What follows belongs to an exercise in optimizing a design on an open flow for small area, a short achievable clock period and few clock cycles per item; a production flow would make more cautious choices. RTL that was checked went through simulation tests only; none was proved equivalent to the original.

==> 08-05: inputs <==
Design seg_demod, start of the top module:
module seg_demod (
    input  wire        clk,
    input  wire        rst_n,
    input  wire        in_valid,
    output wire        in_ready,
    input  wire [15:0] in_sample,
    input  wire [1:0]  in_scheme,
    input  wire        in_invert,
    output reg         out_valid,
    input  wire        out_ready,
    output reg         out_bit,
    output wire [71:0] out_metric
);
    reg        rdy;
    reg        mbusy;            
    reg  [3:0] mt;               
    reg        done_a;           
    wire       mlast = mbusy && (mt == 4'd9);
    assign in_ready = rdy;
    reg  [3:0]  kc;              
    reg  [15:0] s_r;
    reg  [15:0] s6r, s11r, s15r;     
    reg  [3:0]  k_s;
    reg         z_s;             
    reg  [1:0]  sch_s;
    reg         inv_s;
    reg         v_s;
    wire        take = in_valid && rdy;
    always @(posedge clk) begin
        s_r   <= in_sample;
        s6r   <= in_valid ? in_sample : 16'd0;
        s11r  <= in_valid ? in_sample : 16'hFFFF;
        s15r  <= in_valid ? in_sample : {in_sample[15:8], 8'd0};
        sch_s <= in_scheme;
        inv_s <= in_invert;
        k_s   <= kc;
        z_s   <= (kc == 4'd0);
    end
    wire signed [15:0] s  = s_r;
    wire [29:0] m6, m11, m15;
    wire m6t_1 = 1'b1 ^ s6r[15];
    wire m6t_2 = 1'b1 & s6r[15];
    wire m6t_3 = 1'b1 ^ s6r[10];
    wire m6t_4 = 1'b1 & s6r[10];
    wire m6t_5 = 1'b1 ^ s6r[11];
    wire m6t_6 = 1'b1 & s6r[11];
    wire m6t_7 = 1'b1 ^ s6r[12];
    wire m6t_8 = 1'b1 & s6r[12];
    wire m6t_9 = 1'b1 ^ s6r[13];
    wire m6t_10 = 1'b1 & s6r[13];
    wire m6t_11 = 1'b1 ^ s6r[14];
    wire m6t_12 = 1'b1 & s6r[14];
    wire m6t_13 = 1'b1 ^ ~s6r[10];
    wire m6t_14 = 1'b1 & ~s6r[10];
    wire m6t_15 = ~s6r[11] ^ s6r[5];
    wire m6t_16 = ~s6r[11] & s6r[5];
    wire m6t_17 = ~s6r[12] ^ s6r[6] ^ ~s6r[2];
    wire m6t_18 = (~s6r[12] & s6r[6]) | (~s6r[12] & ~s6r[2]) | (s6r[6] & ~s6r[2]);
    wire m6t_19 = ~s6r[13] ^ s6r[7] ^ ~s6r[3];
    wire m6t_20 = (~s6r[13] & s6r[7]) | (~s6r[13] & ~s6r[3]) | (s6r[7] & ~s6r[3]);
    wire m6t_21 = ~s6r[14] ^ s6r[8] ^ ~s6r[4];
    wire m6t_22 = (~s6r[14] & s6r[8]) | (~s6r[14] & ~s6r[4]) | (s6r[8] & ~s6r[4]);
  ...
clock: 16.0 ns
lec_check: 0
cap_margin: 20
core_margin: 2
core_utilization: 25
cts_buf_list: sky130_fd_sc_hd__clkbuf_8 sky130_fd_sc_hd__clkbuf_16
cts_cluster_diameter: 150
cts_cluster_size: 20
slew_margin: 60
standard.sh (not shown) runs the stock make flow with config.mk's settings and CLKGATE_MAP_FILE= SYNTH_SCRIPT=/design/flow/synth_recipe.tcl, a recipe that flattens the netlist after the stock synthesis.
==> flow/flow/run.sh <==
#!/bin/bash
# The standard layout (the standard.sh: ORFS synthesis to final layout),
# with two changes to how the layout is made:
#  - plain buffers on the ports instead of the delay buffer that
#    buffer_ports picks by default;
#  - the delay cells (clkdlybuf4s*, dlygate*, dlymetal*) are left out of the
#    cells the tools may use, so repair_design buffers long or slow nets with
#    plain buffers.
set -euo pipefail
export BUFFER_PORTS_ARGS="-buffer_cell sky130_fd_sc_hd__buf_2"
export DONT_USE_CELLS="sky130_fd_sc_hd__clkdlybuf4s15_1 sky130_fd_sc_hd__clkdlybuf4s15_2 sky130_fd_sc_hd__clkdlybuf4s18_1 sky130_fd_sc_hd__clkdlybuf4s18_2 sky130_fd_sc_hd__clkdlybuf4s25_1 sky130_fd_sc_hd__clkdlybuf4s25_2 sky130_fd_sc_hd__clkdlybuf4s50_1 sky130_fd_sc_hd__clkdlybuf4s50_2 sky130_fd_sc_hd__dlygate4sd1_1 sky130_fd_sc_hd__dlygate4sd2_1 sky130_fd_sc_hd__dlygate4sd3_1 sky130_fd_sc_hd__dlymetal6s2s_1 sky130_fd_sc_hd__dlymetal6s4s_1 sky130_fd_sc_hd__dlymetal6s6s_1"
bash standard.sh > standard_flow.log 2>&1
==> 06-08: changes against 08-05 <==
--- a/flow/design.v
+++ b/flow/design.v
@@ -389,49 +389,49 @@
     wire [4:0]  ci2 = sin1c({k_s[2:0], 1'b0});
     wire [4:0]  cq2 = sin1c({k_s[2:0], 1'b0} + 4'd4);
     wire [3:0]  k_h = kc - 4'd1;     
     wire [4:0]  hi1 = sin1c(k_h);
     wire [4:0]  hq1 = sin1c(k_h + 4'd4);
     wire [4:0]  hi2 = sin1c({k_h[2:0], 1'b0});
     wire [4:0]  hq2 = sin1c({k_h[2:0], 1'b0} + 4'd4);
-    wire        v_h = (kc != k_s);       
-    wire [3:0]  vq  = {v_h, v_h, v_s, v_s};
-    wire [4:0]  xi1 [0:3], xq1 [0:3], xi2 [0:3], xq2 [0:3];
-    assign xi1[0] = ci1; assign xi1[1] = hi1; assign xi1[2] = ci1; assign xi1[3] = hi1;
-    assign xq1[0] = cq1; assign xq1[1] = hq1; assign xq1[2] = cq1; assign xq1[3] = hq1;
-    assign xi2[0] = ci2; assign xi2[1] = hi2; assign xi2[2] = ci2; assign xi2[3] = hi2;
-    assign xq2[0] = cq2; assign xq2[1] = hq2; assign xq2[2] = cq2; assign xq2[3] = hq2;
-    integer j;
     reg  signed [29:0] p6, p11, p15;
     reg  signed [15:0] s_p;
     reg  [3:0]  k_p;
     reg         v_p;
-    reg  [4:0]  sa [0:3], sb [0:3], sc [0:3], sd [0:3];
-    reg  [3:0]  n_a, n_b, n_c, n_d;
+    reg  [4:0]  sa, sb, sc, sd;      
+    reg         n_a, n_b, n_c, n_d;
+    reg  [4:0]  ta, tb, tc, td;      
+    reg         m_a, m_b, m_c, m_d;
     reg  [3:0]  fst;                 
     always @(posedge clk) begin
         p6  <= m6;
         p11 <= m11;
         p15 <= m15;
         s_p <= s_r;
         k_p <= k_s;
         fsk_p <= fsk_e;
         ask_p <= ask_e;
         if (first_s)
             ie_p <= (sch_s == 2'd2) && inv_s;
-        for (j = 0; j < 4; j = j + 1) begin
-            sa[j] <= !vq[j] ? 5'd0 : ask_e ? 5'b10000 : {1'b0, xi2[j][3:0]};
-            sb[j] <= (vq[j] && fsk_e) ? {1'b0, xi1[j][3:0]} : 5'd0;
-            sc[j] <= (vq[j] && fsk_e) ? {1'b0, xq2[j][3:0]} : 5'd0;
-            sd[j] <= (vq[j] && fsk_e) ? {1'b0, xq1[j][3:0]} : 5'd0;
-            n_a[j] <= vq[j] && !ask_e && xi2[j][4];
-            n_b[j] <= vq[j] && xi1[j][4];
-            n_c[j] <= vq[j] && xq2[j][4];
-            n_d[j] <= vq[j] && xq1[j][4];
-        end
+        sa  <= !v_s ? 5'd0 : ask_e ? 5'b10000 : {1'b0, ci2[3:0]};
+        sb  <= (v_s && fsk_e) ? {1'b0, ci1[3:0]} : 5'd0;
+        sc  <= (v_s && fsk_e) ? {1'b0, cq2[3:0]} : 5'd0;
+        sd  <= (v_s && fsk_e) ? {1'b0, cq1[3:0]} : 5'd0;
+        n_a <= v_s && !ask_e && ci2[4];
+        n_b <= v_s && ci1[4];
+        n_c <= v_s && cq2[4];
+        n_d <= v_s && cq1[4];
+        ta  <= !v_s ? 5'd0 : ask_e ? 5'b10000 : {1'b0, hi2[3:0]};
+        tb  <= (v_s && fsk_e) ? {1'b0, hi1[3:0]} : 5'd0;
+        tc  <= (v_s && fsk_e) ? {1'b0, hq2[3:0]} : 5'd0;
+        td  <= (v_s && fsk_e) ? {1'b0, hq1[3:0]} : 5'd0;
+        m_a <= v_s && !ask_e && hi2[4];
+        m_b <= v_s && hi1[4];
+        m_c <= v_s && hq2[4];
+        m_d <= v_s && hq1[4];
         fst[0] <= first_s;
         fst[1] <= v_s && (kc == 4'd1);
         fst[2] <= v_s && z_s;
         fst[3] <= (k_s == 4'd0) && (kc == 4'd1);
     end
     function [34:0] pick;
         input [4:0] c;
@@ -440,28 +440,22 @@
         reg signed [34:0] e6, e11, e15, e16, es;
         begin
             e6 = a6; e11 = a11; e15 = a15; e16 = sv <<< 14; es = sv;
             pick = ({35{c[0]}} & e6) | ({35{c[1]}} & e11) | ({35{c[2]}} & e15)
                  | ({35{c[3]}} & e16) | ({35{c[4]}} & es);
         end
     endfunction
-    function [34:0] quarter;
-        input [34:0] q0, q1, q2, q3;
-        begin
-            quarter = {q3[34:27], q2[26:18], q1[17:9], q0[8:0]};
-        end
-    endfunction
-    wire [34:0] va = quarter(pick(sa[0], p6, p11, p15, s_p) ^ {35{n_a[0]}}, pick(sa[1], p6, p11, p15, s_p) ^ {35{n_a[1]}},
-                             pick(sa[2], p6, p11, p15, s_p) ^ {35{n_a[2]}}, pick(sa[3], p6, p11, p15, s_p) ^ {35{n_a[3]}});
-    wire [34:0] vb = quarter(pick(sb[0], p6, p11, p15, s_p) ^ {35{n_b[0]}}, pick(sb[1], p6, p11, p15, s_p) ^ {35{n_b[1]}},
-                             pick(sb[2], p6, p11, p15, s_p) ^ {35{n_b[2]}}, pick(sb[3], p6, p11, p15, s_p) ^ {35{n_b[3]}});
-    wire [34:0] vc = quarter(pick(sc[0], p6, p11, p15, s_p) ^ {35{n_c[0]}}, pick(sc[1], p6, p11, p15, s_p) ^ {35{n_c[1]}},
-                             pick(sc[2], p6, p11, p15, s_p) ^ {35{n_c[2]}}, pick(sc[3], p6, p11, p15, s_p) ^ {35{n_c[3]}});
-    wire [34:0] vd = quarter(pick(sd[0], p6, p11, p15, s_p) ^ {35{n_d[0]}}, pick(sd[1], p6, p11, p15, s_p) ^ {35{n_d[1]}},
-                             pick(sd[2], p6, p11, p15, s_p) ^ {35{n_d[2]}}, pick(sd[3], p6, p11, p15, s_p) ^ {35{n_d[3]}});
+    wire [34:0] pa_l = pick(sa, p6, p11, p15, s_p), pa_h = pick(ta, p6, p11, p15, s_p);
+    wire [34:0] pb_l = pick(sb, p6, p11, p15, s_p), pb_h = pick(tb, p6, p11, p15, s_p);
+    wire [34:0] pc_l = pick(sc, p6, p11, p15, s_p), pc_h = pick(tc, p6, p11, p15, s_p);
+    wire [34:0] pd_l = pick(sd, p6, p11, p15, s_p), pd_h = pick(td, p6, p11, p15, s_p);
+    wire [34:0] va = {pa_h[34:18] ^ {17{m_a}}, pa_l[17:0] ^ {18{n_a}}};
+    wire [34:0] vb = {pb_h[34:18] ^ {17{m_b}}, pb_l[17:0] ^ {18{n_b}}};
+    wire [34:0] vc = {pc_h[34:18] ^ {17{m_c}}, pc_l[17:0] ^ {18{n_c}}};
+    wire [34:0] vd = {pd_h[34:18] ^ {17{m_d}}, pd_l[17:0] ^ {18{n_d}}};
     function [34:0] acc3;
         input [34:0] a, u, w;
         input ci0, ci1;
         reg [34:0] sm, cy;
         reg [35:0] t;
         begin
             sm = a ^ u ^ w;
@@ -473,18 +467,18 @@
     reg  [34:0] ax1, ay1, ax2, ay2;
     reg         fsk_a, ie_a;
     wire [34:0] bx1 = fst[0] ? 35'd0 : ax1;
     wire [34:0] by1 = fst[1] ? 35'd0 : ay1;
     wire [34:0] bx2 = fst[2] ? 35'd0 : ax2;
     wire [34:0] by2 = fst[3] ? 35'd0 : ay2;
     always @(posedge clk) begin
-        ax1 <= acc3(bx1, va, ~vb, n_a[0], !n_b[0]);
-        ay1 <= acc3(by1, va,  vb, n_a[0],  n_b[0]);
-        ax2 <= acc3(bx2, vc, ~vd, n_c[0], !n_d[0]);
-        ay2 <= acc3(by2, vc,  vd, n_c[0],  n_d[0]);
+        ax1 <= acc3(bx1, va, ~vb, n_a, !n_b);
+        ay1 <= acc3(by1, va,  vb, n_a,  n_b);
+        ax2 <= acc3(bx2, vc, ~vd, n_c, !n_d);
+        ay2 <= acc3(by2, vc,  vd, n_c,  n_d);
         if (v_p && k_p == 4'd15) begin
             fsk_a <= fsk_p;
             ie_a  <= ie_p;
         end
     end
     reg signed [34:0] x1, x2;
     reg        [35:0] y1, y2;
==> flow/flow/run.sh (replaced) <==
#!/bin/bash
# The standard layout (the standard.sh: ORFS synthesis to final layout),
# with two changes to how the layout is made:
#  - plain buffers on the ports instead of the delay buffer that
#    buffer_ports picks by default;
#  - a fanout limit for the resizer's design repair, so that registers and
#    gates with many loads get buffered (flow/fanout.tcl, sourced before the
#    resize step).
set -euo pipefail
export BUFFER_PORTS_ARGS="-buffer_cell sky130_fd_sc_hd__buf_2"
export PRE_RESIZE_TCL="$(pwd)/flow/fanout.tcl"
bash standard.sh > standard_flow.log 2>&1
==> flow/flow/fanout.tcl (new file) <==
# fanout limit for repair_design (design rule only; timing constraints unchanged)
set_max_fanout 10 [current_design]
- CTS_BUF_LIST: sky130_fd_sc_hd__clkbuf_8 sky130_fd_sc_hd__clkbuf_16 -> not set
- CTS_CLUSTER_DIAMETER: 150 -> not set
- CTS_CLUSTER_SIZE: 20 -> not set
- SLEW_MARGIN: 60 -> 20
==> 07-26: changes against 08-05 <==
==> flow/flow/run.sh (replaced) <==
#!/bin/bash
# The standard layout (the standard.sh: ORFS synthesis to final layout),
# with plain buffers on the ports instead of the delay buffer that
# buffer_ports picks by default.  Everything else is unchanged.
set -euo pipefail
export BUFFER_PORTS_ARGS="-buffer_cell sky130_fd_sc_hd__buf_2"
bash standard.sh > standard_flow.log 2>&1
- SLEW_MARGIN: 60 -> 20
==> out/metrics.cfg <==
[outcome]
status = timing/DRC/antenna clean

[die]
die-area_um2 = 199000

[setup_path]
reg2reg_from = sa[0][4]
arrival_ns = 5.57
endpoint = ay1[33]

[clock_tree]
clock_sinks = 692

[yosys]
synth_top_area_share_pct = 22.4

[pwr]
power.density_nw_per_um2 = 162

(the above is from 07-26)
==> out/metrics.cfg <==
[setup_path]
endpoint = p11[29]
reg2reg_from = s11r[4]
arrival_ns = 5.50

[outcome]
status = timing/DRC/antenna clean

[timing]
max_slew.worst_pin.slew_ns = 0.645

[yosys]
synth_top_area_share_pct = 22.4
yosys_warnings = 5

[placement]
gp_congestion = 0.946

[clock_tree]
clock_sinks = 692

(the above is from 08-05)
==> out/metrics.cfg <==
[pwr]
power.density_nw_per_um2 = 149

[placement]
hpwl_mm = 114

[yosys]
synth_simple_gate_area_share_pct = 11.9
postSynthAreaPerCell_um2 = 9.85
synth_top_area_share_pct = 22.0

[setup_path]
endpoint = ay1[34]
reg2reg_from = ta[4]

[die]
coreArea_um2 = 190000
rows = 160
die-area_um2 = 195000

[cells_and_area]
multi_input_comb_cells = 3377

[min_path]
hp-class = flop to flop

[clock_tree]
clock_sinks = 670

[timing]
fin_ws_ns = 9.61

[outcome]
status = timing/DRC/antenna clean

(the above is from 06-08)
Testbench counts of 06-08, summed over its fixed seeds: cycles 51,320, items 3,200.
Function not checked in 08-05 and 07-26: the RTL went through the layout flow alone.

[re-timing with driven ports]
In the flow no input, the clock included, has a driving cell. The finished layouts below were timed again as built, in two steps. Step 1: set_driving_cell puts a clkbuf_16 on clk and a buf_2 on each other input, an assumption about the parent block. Step 2 also shifts input and output timing later by t, the mid clock arrival at the registers, as if the neighbouring blocks saw the same clock. a / b / c = no drivers / after step 1 / after step 2; a / b = the first two.
run	t, ns	setup WS [ns]	worst data-port slew with drivers (ns)	cell pins on the clock port's net
08-05	0.686	11.064 / 11.064 / 11.064	0.09	1
06-08	0.760	9.607 / 9.607 / 9.607	0.06	1
07-26	0.686	10.911 / 10.911 / 10.911	0.08	1
After both steps every run listed still meets setup and hold.
